Source: an optimization exercise on an open RTL-to-GDS flow (aim: small area, a short achievable clock period and few clock cycles per item). Production flows keep margins and buffers that such runs may drop. Only simulation tests tie the RTL to the original design; equivalence was not proved. Power figures rest on the tool's default switching activity, not on a simulated workload.

==> run G: inputs <==
==> flow/design.v (excerpt) <==
module siab_adc_hv (
    input  wire        clk,
    input  wire        rst,
    input  wire        adc_valid,
    input  wire [31:0] adc_word,
    output wire        adc_ready,
    input  wire        cmd_valid,
    input  wire [7:0]  cmd_op,
    input  wire [7:0]  cmd_b1,
    input  wire [7:0]  cmd_b2,
    output wire        cmd_ready,
    output wire        rsp_valid,
    output wire [15:0] rsp_data,
    output reg         hv_en,
    output reg         adc_loop_en,
    output reg         adc_inited,
    output reg  [2:0]  adc_rate_code,
    output reg         hv_safety_en,
    output reg         offset_valid
);
Settings: LEC_CHECK=0, CAP_MARGIN=20, CORE_MARGIN=2, CORE_UTILIZATION=40, SETUP_SLACK_MARGIN=3.0, SLEW_MARGIN=20; clock period 8.0 ns.
run.sh (not shown) runs the stock make flow with config.mk's settings and CLKGATE_MAP_FILE= SYNTH_SCRIPT=/design/flow/synth_recipe.tcl, a recipe that flattens the netlist after the stock synthesis.
==> inputs of run A, as changes to run G <==
--- a/flow/design.v
+++ b/flow/design.v
@@ -50,156 +50,175 @@
     reg [2:0]  sr;              
     reg [2:0]  scnt;            
     reg        busy;            
     reg        cdiv;            
     reg [7:0]  op_q;
     reg [7:0]  b1_q;
     reg [7:0]  b2_q;
     reg        rsp_v;
+    reg        rsp_stat;        
     reg [15:0] rsp_d;
     reg [2:0]  estate;
     reg [1:0]  emode;
     reg [15:0] cur;             
     reg [31:0] dvd;             
     reg [15:0] dvs;
     reg [15:0] rem;
     reg [5:0]  itn;             
     reg        stg_v;
     reg        stg_err;
     reg [3:0]  stg_ch;
     reg [23:0] stg_s;
+    reg [24:0] sd;              
     reg        adc_rdy;
     reg [15:0] pa;              
     reg [15:0] oa;              
     assign adc_ready = adc_rdy;
     assign cmd_ready = ~busy;
     assign rsp_valid = rsp_v;
-    assign rsp_data  = rsp_d;
+    assign rsp_data  = {rsp_d[15:9], rsp_stat ? hv_en : rsp_d[8], rsp_d[7:0]};
     integer i;
     wire [3:0]  qc = cmd_b1[3:0];           
     wire [15:0] qa = 16'd1 << qc;
     reg [31:0] r_sum;
     reg [15:0] r_cnt;
     reg [23:0] r_off;
-    reg        p_zs, r_ff, r_hz, r_ho;
+    reg        r_ff, r_hz, r_ho;
     reg [15:0] q_sum, q_off;
     reg        q_cnt0, q_ff;
     always @(*) begin
         r_sum = 32'd0;
         r_cnt = 16'd0;
-        p_zs  = 1'b0;
         r_off = 24'd0;
         r_ff  = 1'b0;
         r_hz  = 1'b0;
         r_ho  = 1'b0;
         q_sum  = 16'd0;
         q_cnt0 = 1'b0;
         q_off  = 16'd0;
         q_ff   = 1'b0;
         for (i = 0; i < 16; i = i + 1) begin
             r_sum = r_sum | (acc_sum[i] & {32{pa[i]}});
             r_cnt = r_cnt | (acc_cnt[i] & {16{pa[i]}});
-            p_zs  = p_zs  | (zs[i] & pa[i]);
             r_off = r_off | (acc_off[i] & {24{oa[i]}});
             r_ff  = r_ff  | (off_ff[i] & oa[i]);
             r_hz  = r_hz  | (off_hz[i] & oa[i]);
             r_ho  = r_ho  | (off_ho[i] & oa[i]);
             q_sum  = q_sum  | (acc_sum[i][19:4] & {16{qa[i]}});
             q_cnt0 = q_cnt0 | (acc_cnt[i][0] & qa[i]);
             q_off  = q_off  | (acc_off[i][19:4] & {16{qa[i]}});
             q_ff   = q_ff   | (off_ff[i] & qa[i]);
         end
     end
-    wire [31:0] p_sum = p_zs ? 32'd0 : r_sum;
-    wire [15:0] p_cnt = p_zs ? 16'd0 : r_cnt;
+    wire [31:0] p_sum = r_sum;
+    wire [15:0] p_cnt = r_cnt;
     wire [23:0] p_off = r_ff ? 24'hFF_FFFF : r_off;
     wire        p_ohz = ~r_ff & r_hz;
     wire        p_oho = r_ff | r_ho;
     wire op_avg   = (op_q == OP_ADC_RDAVG);
     wire op_off   = (op_q == OP_ADC_RDOFF);
     wire waiting  = busy & ~cdiv;
     wire eng_busy = (estate != E_IDLE);
     wire set_busy = (scnt != 3'd0);
     wire rload    = (estate == E_RLOAD);
     wire samp_acc  = adc_valid & adc_rdy;
     wire samp_take = samp_acc & adc_loop_en & ~stg_err;
-    wire [24:0] sd    = {1'b0, stg_s} - {3'b000, hv_max_delta};
     wire        sd_ng = sd[24];
-    wire [31:0] sdm   = {{7{sd[24]}}, sd};
-    wire [31:0] off32 = {p_oho ? 8'hFF : {7'd0, ~p_ohz}, p_off};
-    wire        gt    = sdm > off32;
-    wire        wrap  = p_oho & (p_off[21:0] > ~hv_max_delta);
+    wire        gt24  = sd[23:0] > p_off;
+    wire        wrap  = p_off[21:0] > ~hv_max_delta;
     wire        samp_cut = hv_safety_en & offset_valid &
-                           (sd_ng ? (wrap & gt) : (wrap | gt));
-    wire [31:0] samp_sum = p_sum + {8'h00, stg_s};
+                           (p_ohz ? (~sd_ng & gt24) :
+                            p_oho ? (wrap & (~sd_ng | gt24)) : 1'b0);
+    function [31:0] add32(input [31:0] a, input [31:0] b);
+        reg [31:0] g, p, p0;
+        integer d, n;
+        begin
+            g  = a & b;
+            p0 = a ^ b;
+            p  = p0;
+            for (d = 1; d < 32; d = d * 2)
+                for (n = 31; n >= d; n = n - 1) begin
+                    g[n] = g[n] | (p[n] & g[n-d]);
+                    p[n] = p[n] & p[n-d];
+                end
+            add32 = p0 ^ {g[30:0], 1'b0};
+        end
+    endfunction
+    wire [31:0] samp_sum = add32(p_sum, {8'h00, stg_s});
     wire [15:0] samp_cnt = p_cnt + 16'd1;
     wire        samp_le1 = (p_cnt == 16'h0000) | (p_cnt == 16'hFFFF);
     reg [15:0] zs_s;
     always @(*) begin
         zs_s = zs;
         if (samp_take)
             zs_s[stg_ch] = 1'b0;
     end
     wire hv_s = hv_en & ~(samp_take & samp_cut);
     wire [15:0] rec_new = ~zs_s & ~pend;
     wire [31:0] ld_x    = rload ? p_sum : {p_sum[31:4], 4'h0};
     wire [5:0]  ld_n    = rload ? 6'd32 : 6'd28;
     wire        cnt_le1 = (p_cnt[15:1] == 15'd0);
-    wire        cnt_1   = cnt_le1 & p_cnt[0];
+    reg         rz;         
     wire [23:0] ua_x194 = {b1_q, b2_q} * 8'd194;
     wire [16:0] st_sh  = {rem, dvd[31]};
     wire [17:0] st_sub = {1'b0, st_sh} - {2'b00, dvs};
     wire [15:0] st_rem = st_sub[17] ? st_sh[15:0] : st_sub[15:0];
     wire [31:0] st_dvd = {dvd[30:0], ~st_sub[17]};
     wire        div_last = (estate == E_DIV) & (itn == 6'd1);
+    function [3:0] div5(input [3:0] x);    
+        case (x)
+            4'd0: div5 = {1'b0, 3'd0};
+            4'd1: div5 = {1'b0, 3'd1};
+            4'd2: div5 = {1'b0, 3'd2};
+            4'd3: div5 = {1'b0, 3'd3};
+            4'd4: div5 = {1'b0, 3'd4};
+            4'd5: div5 = {1'b1, 3'd0};
+            4'd6: div5 = {1'b1, 3'd1};
+            4'd7: div5 = {1'b1, 3'd2};
+            4'd8: div5 = {1'b1, 3'd3};
+            4'd9: div5 = {1'b1, 3'd4};
+            default: div5 = 4'b1000;
+        endcase
+    endfunction
     reg [23:0] sy_n;
     reg [2:0]  sr_n;
     reg [21:0] sq_n;
     reg [3:0]  sx;
     integer m;
     always @(*) begin
-        sy_n = sy;
+        sy_n = {sy[19:0], 4'h0};
         sr_n = sr;
         sq_n = hv_max_delta;
-        for (m = 0; m < 6; m = m + 1) begin
-            sx   = {sr_n, sy_n[23]};
-            sy_n = {sy_n[22:0], 1'b0};
-            if (sx >= 4'd5) begin
-                sr_n = sx[2:0] - 3'd5;
-                sq_n = {sq_n[20:0], 1'b1};
-            end else begin
-                sr_n = sx[2:0];
-                sq_n = {sq_n[20:0], 1'b0};
-            end
+        for (m = 0; m < 4; m = m + 1) begin
+            sx   = div5({sr_n, sy[23-m]});
+            sr_n = sx[2:0];
+            sq_n = {sq_n[20:0], sx[3]};
         end
     end
     wire cmd_fire = cmd_valid & ~busy;
     wire q_hit   = samp_take & (stg_ch == qc);
     wire q_empty = zs_s[qc] | pend[qc];
-    wire q_le1   = q_hit ? samp_le1 : le1[qc];
-    wire q_one   = q_hit ? samp_cnt[0] : q_cnt0;
-    wire [15:0] q_avg = q_hit ? samp_sum[19:4] : q_sum;
     reg        q_quick;         
     reg [15:0] q_rsp;
     always @(*) begin
         q_quick = 1'b1;
         q_rsp   = 16'h0000;
         case (cmd_op)
             OP_ADC_RDAVG: begin
                 if (q_empty)                    q_rsp = 16'hFFFF;
-                else if (~q_le1)                q_quick = 1'b0;
-                else                            q_rsp = q_one ? q_avg : 16'hFFFF;
+                else if (q_hit | ~le1[qc])      q_quick = 1'b0;
+                else                            q_rsp = q_cnt0 ? q_sum : 16'hFFFF;
             end
             OP_ADC_RDOFF: begin
                 q_quick = ~pend[qc];
                 q_rsp   = ~offset_valid ? 16'h0000 :
                           q_ff ? 16'hFFFF : q_off;
             end
-            OP_HV_STAT:    q_rsp   = {7'd0, hv_s, 8'h00};
+            OP_HV_STAT:    q_rsp   = 16'h0000;
             default: ;
         endcase
     end
     wire c_empty = zs[b1_q[3:0]] | pend[b1_q[3:0]];
     wire c_le1   = le1[b1_q[3:0]];
     reg        w_done;
     reg [15:0] w_rsp;
     always @(*) begin
@@ -210,29 +229,38 @@
                 if (c_empty)                w_rsp = 16'hFFFF;
                 else if (eng_busy | ~c_le1) w_done = 1'b0;
                 else                        w_rsp = p_cnt[0] ? p_sum[19:4] : 16'hFFFF;
             end
             OP_ADC_RDOFF: begin
                 w_done = ~pend[b1_q[3:0]];
                 w_rsp  = ~offset_valid ? 16'h0000 : p_off[19:4];
             end
+            OP_HV_STAT:    w_rsp  = {7'd0, hv_en, 8'h00};
             default: ;
         endcase
     end
     wire w_fin     = waiting & w_done;
     wire avg_start = waiting & op_avg & ~c_empty & ~c_le1 & ~eng_busy;
     wire q_fin     = cmd_fire & q_quick;
     wire rec_start = cmd_fire & (cmd_op == OP_ADC_RECOFF);
     wire set_start = cmd_fire & (cmd_op == OP_HV_SETMAX);
     wire avg_clear = (q_fin & (cmd_op == OP_ADC_RDAVG) & ~q_empty) |
                      (w_fin & op_avg) | avg_start;
     wire [3:0] avg_ch = cmd_fire ? qc : b1_q[3:0];
     function [15:0] lsb16(input [15:0] m);
-        lsb16 = m & (~m + 16'd1);
+        reg lower;
+        integer b;
+        begin
+            lower = 1'b0;
+            for (b = 0; b < 16; b = b + 1) begin
+                lsb16[b] = m[b] & ~lower;
+                lower = lower | m[b];
+            end
+        end
     endfunction
     reg [2:0]  estate_n;
     reg [1:0]  emode_n;
     reg [15:0] pend_n, zs_n;
     reg        busy_n, cdiv_n, rsp_v_n;
     reg [15:0] rsp_d_n;
     reg [7:0]  op_n, b1_n;
     reg        stg_v_n;
@@ -299,64 +327,67 @@
             pend_n = rec_new;
             zs_n   = zs_n | pend;
             emode_n = M_REC;
             estate_n = (rec_new != 16'd0) ? E_RLOAD : E_IDLE;
         end
         stg_v_n  = stg_v ? ~samp_acc : adc_valid;
         stg_ch_n = stg_v ? stg_ch : adc_word[3:0];
     end
-    wire        rload_n = (estate_n == E_RLOAD);
-    wire        wait_n  = busy_n & ~cdiv_n;
-    wire        avg_n   = wait_n & (op_n == OP_ADC_RDAVG);
-    wire        off_n   = wait_n & (op_n == OP_ADC_RDOFF);
+    wire        rload_n = rec_start ? (rec_new != 16'd0) :
+                          ((estate == E_RSTO) & ((pend & ~cur) != 16'd0));
+    wire        avg_n   = (cmd_fire & (cmd_op == OP_ADC_RDAVG) & ~q_quick) |
+                          (waiting & op_avg & ~w_done & ~avg_start);
+    wire        off_n   = (cmd_fire & (cmd_op == OP_ADC_RDOFF) & pend[qc]) |
+                          (waiting & op_off & pend[b1_q[3:0]]);
     wire [15:0] pa_n    = rload_n ? lsb16(pend_n) :
                           (16'd1 << (avg_n ? b1_n[3:0] : stg_ch_n));
     wire [15:0] oa_n    = 16'd1 << (off_n ? b1_n[3:0] : stg_ch_n);
     wire        hold_n  = rload_n | avg_n | off_n | pend_n[stg_ch_n] |
-                          set_start | (scnt > 3'd1);
+                          set_start | (scnt != 3'd0);
     always @(posedge clk) begin
         if (!stg_v) begin
             stg_s   <= adc_word[31:8];
             stg_err <= |adc_word[7:4];
         end
-        pa <= pa_n;
+        sd <= {1'b0, stg_s} - {3'b000, hv_max_delta};
+        pa <= rst ? 16'd0 : (pa_n & ~zs_n);
         oa <= oa_n;
         if (cmd_fire)
             b2_q <= cmd_b2;
         rsp_d <= rsp_d_n;
+        rsp_stat <= cmd_fire & (cmd_op == OP_HV_STAT);
         for (i = 0; i < 16; i = i + 1) begin
             if (samp_take && stg_ch == i) begin
                 acc_sum[i] <= samp_sum;
                 acc_cnt[i] <= samp_cnt;
                 le1[i]     <= samp_le1;
             end
             if (estate == E_RSTO && cur[i]) begin
                 acc_off[i] <= dvd[23:0];
                 off_hz[i]  <= (dvd[31:24] == 8'h00);
                 off_ho[i]  <= (&dvd[31:22]);
             end
         end
-        if (rload)
+        if (rload) begin
             cur <= pa;
+            rz  <= (p_cnt == 16'd0);
+        end
         if (estate == E_DIV) begin
             dvd <= st_dvd;
             rem <= st_rem;
             itn <= itn - 6'd1;
         end
         if (avg_start | rload) begin
             rem <= 16'd0;
             dvs <= p_cnt;
             itn <= ld_n;
-            if (cnt_le1)
-                dvd <= cnt_1 ? p_sum : 32'hFFFF_FFFF;
-            else
-                dvd <= ld_x;
+            dvd <= ld_x;
         end
-        if (scnt == 3'd5) begin
+        if (scnt == 3'd7) begin
             sy <= ua_x194;
             sr <= 3'd0;
         end else begin
             sy <= sy_n;
             sr <= sr_n;
         end
     end
     always @(posedge clk) begin
@@ -389,27 +420,27 @@
             estate        <= estate_n;
             emode         <= emode_n;
             op_q          <= op_n;
             b1_q          <= b1_n;
             pend          <= pend_n;
             zs            <= zs_n;
             stg_v         <= stg_v_n;
             stg_ch        <= stg_ch_n;
-            adc_rdy       <= stg_v_n & ~hold_n;
+            adc_rdy       <= stg_v & stg_v_n & ~hold_n;
             hv_en <= hv_s;
             if (rec_start)
                 off_ff <= ~rec_new;
             else if (estate == E_RSTO)
-                off_ff <= off_ff & ~cur;
+                off_ff <= rz ? (off_ff | cur) : (off_ff & ~cur);
             if (set_start)
-                scnt <= 3'd5;
+                scnt <= 3'd7;
             else if (set_busy)
                 scnt <= scnt - 3'd1;
-            if (set_busy & (scnt != 3'd5))
+            if (set_busy & (scnt != 3'd7))
                 hv_max_delta <= sq_n;
             if (cmd_fire) begin
                 case (cmd_op)
                     OP_ADC_RATE:
                         if (cmd_b1 >= 8'd1 && cmd_b1 <= 8'd6)
                             adc_rate_code <= cmd_b1[2:0];
                     OP_ADC_INIT:   adc_inited   <= 1'b1;
                     OP_ADC_START:  adc_loop_en  <= 1'b1;
CORE_UTILIZATION = 60   (was 40)
CTS_BUF_LIST = sky130_fd_sc_hd__clkbuf_8   (was unset)
CTS_CLUSTER_DIAMETER = 60   (was unset)
CTS_CLUSTER_SIZE = 12   (was unset)
SETUP_SLACK_MARGIN = 4.0   (was 3.0)
TNS_END_PERCENT = 0   (was unset)
==> inputs of run B, as changes to run G <==
--- a/flow/design.v
+++ b/flow/design.v
@@ -62,72 +62,70 @@
     reg [31:0] dvd;             
     reg [15:0] dvs;
     reg [15:0] rem;
     reg [5:0]  itn;             
     reg        stg_v;
     reg        stg_err;
     reg [3:0]  stg_ch;
     reg [23:0] stg_s;
+    reg [24:0] sd;              
     reg        adc_rdy;
     reg [15:0] pa;              
     reg [15:0] oa;              
     assign adc_ready = adc_rdy;
     assign cmd_ready = ~busy;
     assign rsp_valid = rsp_v;
     assign rsp_data  = rsp_d;
     integer i;
     wire [3:0]  qc = cmd_b1[3:0];           
     wire [15:0] qa = 16'd1 << qc;
     reg [31:0] r_sum;
     reg [15:0] r_cnt;
     reg [23:0] r_off;
-    reg        p_zs, r_ff, r_hz, r_ho;
+    reg        r_ff, r_hz, r_ho;
     reg [15:0] q_sum, q_off;
     reg        q_cnt0, q_ff;
     always @(*) begin
         r_sum = 32'd0;
         r_cnt = 16'd0;
-        p_zs  = 1'b0;
         r_off = 24'd0;
         r_ff  = 1'b0;
         r_hz  = 1'b0;
         r_ho  = 1'b0;
         q_sum  = 16'd0;
         q_cnt0 = 1'b0;
         q_off  = 16'd0;
         q_ff   = 1'b0;
         for (i = 0; i < 16; i = i + 1) begin
             r_sum = r_sum | (acc_sum[i] & {32{pa[i]}});
             r_cnt = r_cnt | (acc_cnt[i] & {16{pa[i]}});
-            p_zs  = p_zs  | (zs[i] & pa[i]);
             r_off = r_off | (acc_off[i] & {24{oa[i]}});
             r_ff  = r_ff  | (off_ff[i] & oa[i]);
             r_hz  = r_hz  | (off_hz[i] & oa[i]);
             r_ho  = r_ho  | (off_ho[i] & oa[i]);
             q_sum  = q_sum  | (acc_sum[i][19:4] & {16{qa[i]}});
             q_cnt0 = q_cnt0 | (acc_cnt[i][0] & qa[i]);
             q_off  = q_off  | (acc_off[i][19:4] & {16{qa[i]}});
             q_ff   = q_ff   | (off_ff[i] & qa[i]);
         end
     end
-    wire [31:0] p_sum = p_zs ? 32'd0 : r_sum;
-    wire [15:0] p_cnt = p_zs ? 16'd0 : r_cnt;
+    wire [31:0] p_sum = r_sum;
+    wire [15:0] p_cnt = r_cnt;
     wire [23:0] p_off = r_ff ? 24'hFF_FFFF : r_off;
     wire        p_ohz = ~r_ff & r_hz;
     wire        p_oho = r_ff | r_ho;
     wire op_avg   = (op_q == OP_ADC_RDAVG);
     wire op_off   = (op_q == OP_ADC_RDOFF);
     wire waiting  = busy & ~cdiv;
     wire eng_busy = (estate != E_IDLE);
     wire set_busy = (scnt != 3'd0);
     wire rload    = (estate == E_RLOAD);
     wire samp_acc  = adc_valid & adc_rdy;
     wire samp_take = samp_acc & adc_loop_en & ~stg_err;
-    wire [24:0] sd    = {1'b0, stg_s} - {3'b000, hv_max_delta};
     wire        sd_ng = sd[24];
     wire [31:0] sdm   = {{7{sd[24]}}, sd};
     wire [31:0] off32 = {p_oho ? 8'hFF : {7'd0, ~p_ohz}, p_off};
     wire        gt    = sdm > off32;
     wire        wrap  = p_oho & (p_off[21:0] > ~hv_max_delta);
     wire        samp_cut = hv_safety_en & offset_valid &
                            (sd_ng ? (wrap & gt) : (wrap | gt));
     wire [31:0] samp_sum = p_sum + {8'h00, stg_s};
@@ -146,35 +144,44 @@
     wire        cnt_le1 = (p_cnt[15:1] == 15'd0);
     wire        cnt_1   = cnt_le1 & p_cnt[0];
     wire [23:0] ua_x194 = {b1_q, b2_q} * 8'd194;
     wire [16:0] st_sh  = {rem, dvd[31]};
     wire [17:0] st_sub = {1'b0, st_sh} - {2'b00, dvs};
     wire [15:0] st_rem = st_sub[17] ? st_sh[15:0] : st_sub[15:0];
     wire [31:0] st_dvd = {dvd[30:0], ~st_sub[17]};
     wire        div_last = (estate == E_DIV) & (itn == 6'd1);
+    function [3:0] div5(input [3:0] x);    
+        case (x)
+            4'd0: div5 = {1'b0, 3'd0};
+            4'd1: div5 = {1'b0, 3'd1};
+            4'd2: div5 = {1'b0, 3'd2};
+            4'd3: div5 = {1'b0, 3'd3};
+            4'd4: div5 = {1'b0, 3'd4};
+            4'd5: div5 = {1'b1, 3'd0};
+            4'd6: div5 = {1'b1, 3'd1};
+            4'd7: div5 = {1'b1, 3'd2};
+            4'd8: div5 = {1'b1, 3'd3};
+            4'd9: div5 = {1'b1, 3'd4};
+            default: div5 = 4'b1000;
+        endcase
+    endfunction
     reg [23:0] sy_n;
     reg [2:0]  sr_n;
     reg [21:0] sq_n;
     reg [3:0]  sx;
     integer m;
     always @(*) begin
-        sy_n = sy;
+        sy_n = {sy[19:0], 4'h0};
         sr_n = sr;
         sq_n = hv_max_delta;
-        for (m = 0; m < 6; m = m + 1) begin
-            sx   = {sr_n, sy_n[23]};
-            sy_n = {sy_n[22:0], 1'b0};
-            if (sx >= 4'd5) begin
-                sr_n = sx[2:0] - 3'd5;
-                sq_n = {sq_n[20:0], 1'b1};
-            end else begin
-                sr_n = sx[2:0];
-                sq_n = {sq_n[20:0], 1'b0};
-            end
+        for (m = 0; m < 4; m = m + 1) begin
+            sx   = div5({sr_n, sy[23-m]});
+            sr_n = sx[2:0];
+            sq_n = {sq_n[20:0], sx[3]};
         end
     end
     wire cmd_fire = cmd_valid & ~busy;
     wire q_hit   = samp_take & (stg_ch == qc);
     wire q_empty = zs_s[qc] | pend[qc];
     wire q_le1   = q_hit ? samp_le1 : le1[qc];
     wire q_one   = q_hit ? samp_cnt[0] : q_cnt0;
     wire [15:0] q_avg = q_hit ? samp_sum[19:4] : q_sum;
@@ -222,17 +229,25 @@
     wire avg_start = waiting & op_avg & ~c_empty & ~c_le1 & ~eng_busy;
     wire q_fin     = cmd_fire & q_quick;
     wire rec_start = cmd_fire & (cmd_op == OP_ADC_RECOFF);
     wire set_start = cmd_fire & (cmd_op == OP_HV_SETMAX);
     wire avg_clear = (q_fin & (cmd_op == OP_ADC_RDAVG) & ~q_empty) |
                      (w_fin & op_avg) | avg_start;
     wire [3:0] avg_ch = cmd_fire ? qc : b1_q[3:0];
     function [15:0] lsb16(input [15:0] m);
-        lsb16 = m & (~m + 16'd1);
+        reg lower;
+        integer b;
+        begin
+            lower = 1'b0;
+            for (b = 0; b < 16; b = b + 1) begin
+                lsb16[b] = m[b] & ~lower;
+                lower = lower | m[b];
+            end
+        end
     endfunction
     reg [2:0]  estate_n;
     reg [1:0]  emode_n;
     reg [15:0] pend_n, zs_n;
     reg        busy_n, cdiv_n, rsp_v_n;
     reg [15:0] rsp_d_n;
     reg [7:0]  op_n, b1_n;
     reg        stg_v_n;
@@ -307,23 +322,24 @@
     wire        rload_n = (estate_n == E_RLOAD);
     wire        wait_n  = busy_n & ~cdiv_n;
     wire        avg_n   = wait_n & (op_n == OP_ADC_RDAVG);
     wire        off_n   = wait_n & (op_n == OP_ADC_RDOFF);
     wire [15:0] pa_n    = rload_n ? lsb16(pend_n) :
                           (16'd1 << (avg_n ? b1_n[3:0] : stg_ch_n));
     wire [15:0] oa_n    = 16'd1 << (off_n ? b1_n[3:0] : stg_ch_n);
     wire        hold_n  = rload_n | avg_n | off_n | pend_n[stg_ch_n] |
-                          set_start | (scnt > 3'd1);
+                          set_start | (scnt != 3'd0);
     always @(posedge clk) begin
         if (!stg_v) begin
             stg_s   <= adc_word[31:8];
             stg_err <= |adc_word[7:4];
         end
-        pa <= pa_n;
+        sd <= {1'b0, stg_s} - {3'b000, hv_max_delta};
+        pa <= rst ? 16'd0 : (pa_n & ~zs_n);
         oa <= oa_n;
         if (cmd_fire)
             b2_q <= cmd_b2;
         rsp_d <= rsp_d_n;
         for (i = 0; i < 16; i = i + 1) begin
             if (samp_take && stg_ch == i) begin
                 acc_sum[i] <= samp_sum;
                 acc_cnt[i] <= samp_cnt;
@@ -346,17 +362,17 @@
             rem <= 16'd0;
             dvs <= p_cnt;
             itn <= ld_n;
             if (cnt_le1)
                 dvd <= cnt_1 ? p_sum : 32'hFFFF_FFFF;
             else
                 dvd <= ld_x;
         end
-        if (scnt == 3'd5) begin
+        if (scnt == 3'd7) begin
             sy <= ua_x194;
             sr <= 3'd0;
         end else begin
             sy <= sy_n;
             sr <= sr_n;
         end
     end
     always @(posedge clk) begin
@@ -389,27 +405,27 @@
             estate        <= estate_n;
             emode         <= emode_n;
             op_q          <= op_n;
             b1_q          <= b1_n;
             pend          <= pend_n;
             zs            <= zs_n;
             stg_v         <= stg_v_n;
             stg_ch        <= stg_ch_n;
-            adc_rdy       <= stg_v_n & ~hold_n;
+            adc_rdy       <= stg_v & stg_v_n & ~hold_n;
             hv_en <= hv_s;
             if (rec_start)
                 off_ff <= ~rec_new;
             else if (estate == E_RSTO)
                 off_ff <= off_ff & ~cur;
             if (set_start)
-                scnt <= 3'd5;
+                scnt <= 3'd7;
             else if (set_busy)
                 scnt <= scnt - 3'd1;
-            if (set_busy & (scnt != 3'd5))
+            if (set_busy & (scnt != 3'd7))
                 hv_max_delta <= sq_n;
             if (cmd_fire) begin
                 case (cmd_op)
                     OP_ADC_RATE:
                         if (cmd_b1 >= 8'd1 && cmd_b1 <= 8'd6)
                             adc_rate_code <= cmd_b1[2:0];
                     OP_ADC_INIT:   adc_inited   <= 1'b1;
                     OP_ADC_START:  adc_loop_en  <= 1'b1;
SETUP_SLACK_MARGIN = 4.0   (was 3.0)
==> comparison <==
In run G the synthesized area is lower than in run A, by 0.45%. Combinational power: run G > run B > run A. Worst setup slack: run A > run B > run G. Utilization, highest first: run A, run B, run G. Critical path depth: run G > run B > run A. Clock skew, lowest first: run G, run A, run B. Of run G and run A, run A has the higher maximum frequency (gap about 26%, measured against run A). Wire length: run G is lower than run B (about 5%). The highest register-to-register slack belongs to run A, the lowest to run G. The lowest synthesized cell count belongs to run B, the highest to run A.
==> figures <==
metric                                                                run B      run A      run G
Outcome                                    no timing/DRC/antenna violations  no timing/DRC/antenna violations  no timing/DRC/antenna violations
Post-Layout Cell Count                                                 7717       6891       7646
Chip width                                                           413 um     340 um     414 um
Via total after detailed routing                                      50.8k      50.5k      49.9k
Unique masters post-synth                                                92         98        103
Synth-to-Final Area Change                                            22.2%      11.4%      15.6%
Number of global-route vias before repair                             48.4k      48.1k      47.9k
F_max                                                             0.209 GHz  0.239 GHz  0.178 GHz
Wire length of the first global-routing pass                      365000 um  342000 um  350000 um
Count of flip-flops with a built-in enable after synthesis             1303       1304       1303
Starting density of the core                                          40.4%      60.3%      40.3%
Detailed-routing iteration count for the pre-antenna-repair pass          7          8          8
Utilization after layout                                              49.4%      67.2%      46.6%
Post-synthesis mux area share                                         1.36%      1.43%      2.04%
R2R Setup Slk                                                       3.21 ns    3.81 ns    2.37 ns
Clock period minus worst slack                                      4.79 ns    4.19 ns    5.63 ns
Maximum number of pins on one net before global-route repair             80         72         64
Post-DP HPWL                                                      148000 um  139000 um  149000 um
Simple-gate portion of the synthesized area                           8.11%      8.52%      8.78%
Sequential element share of the synthesized area                      65.3%      64.5%      64.0%
Seq power                                                           8.87 mW    8.86 mW    9.21 mW
Testbench counts of run G, summed over its fixed seeds: cycles 2,486, cmds 2,400.
Testbench counts of run A, summed over its fixed seeds: cycles 2,417, cmds 2,400.
Testbench counts of run B, summed over its fixed seeds: cycles 2,408, cmds 2,400.

[port drivers added, routing unchanged]
Ports are ideal in the flow. The routed layouts listed here were re-timed in OpenROAD. Step 1, drivers: a clkbuf_16 drives clk and a buf_2 each remaining input, both assumed. Step 2 times the ports against the registers' clock, not the clock port: input delays grow and output delays shrink by t, the midpoint of the rising clock arrivals with the driver on. Three values: ideal ports, drivers, drivers and shift; two values: the first two.
run | t (ns) | slack for setup (ns) | hold WS [ns] | latest minus earliest clock arrival (ns) | worst data-port slew with drivers (ns)
run G | 0.882 | 2.371 / 2.371 / 2.247 | 0.425 / 0.425 / 0.425 | 0.034 / 0.034 | 0.08
run A | 0.949 | 3.811 / 3.811 / 2.927 | 0.432 / 0.432 / 0.432 | 0.054 / 0.054 | 0.08
run B | 0.889 | 3.210 / 3.210 / 2.752 | 0.424 / 0.424 / 0.424 | 0.058 / 0.057 | 0.10
After both steps every run listed still meets setup and hold. For run A, which loses most, drivers alone change the setup slack by 0.000 ns; drivers and shift together by -0.884 ns.
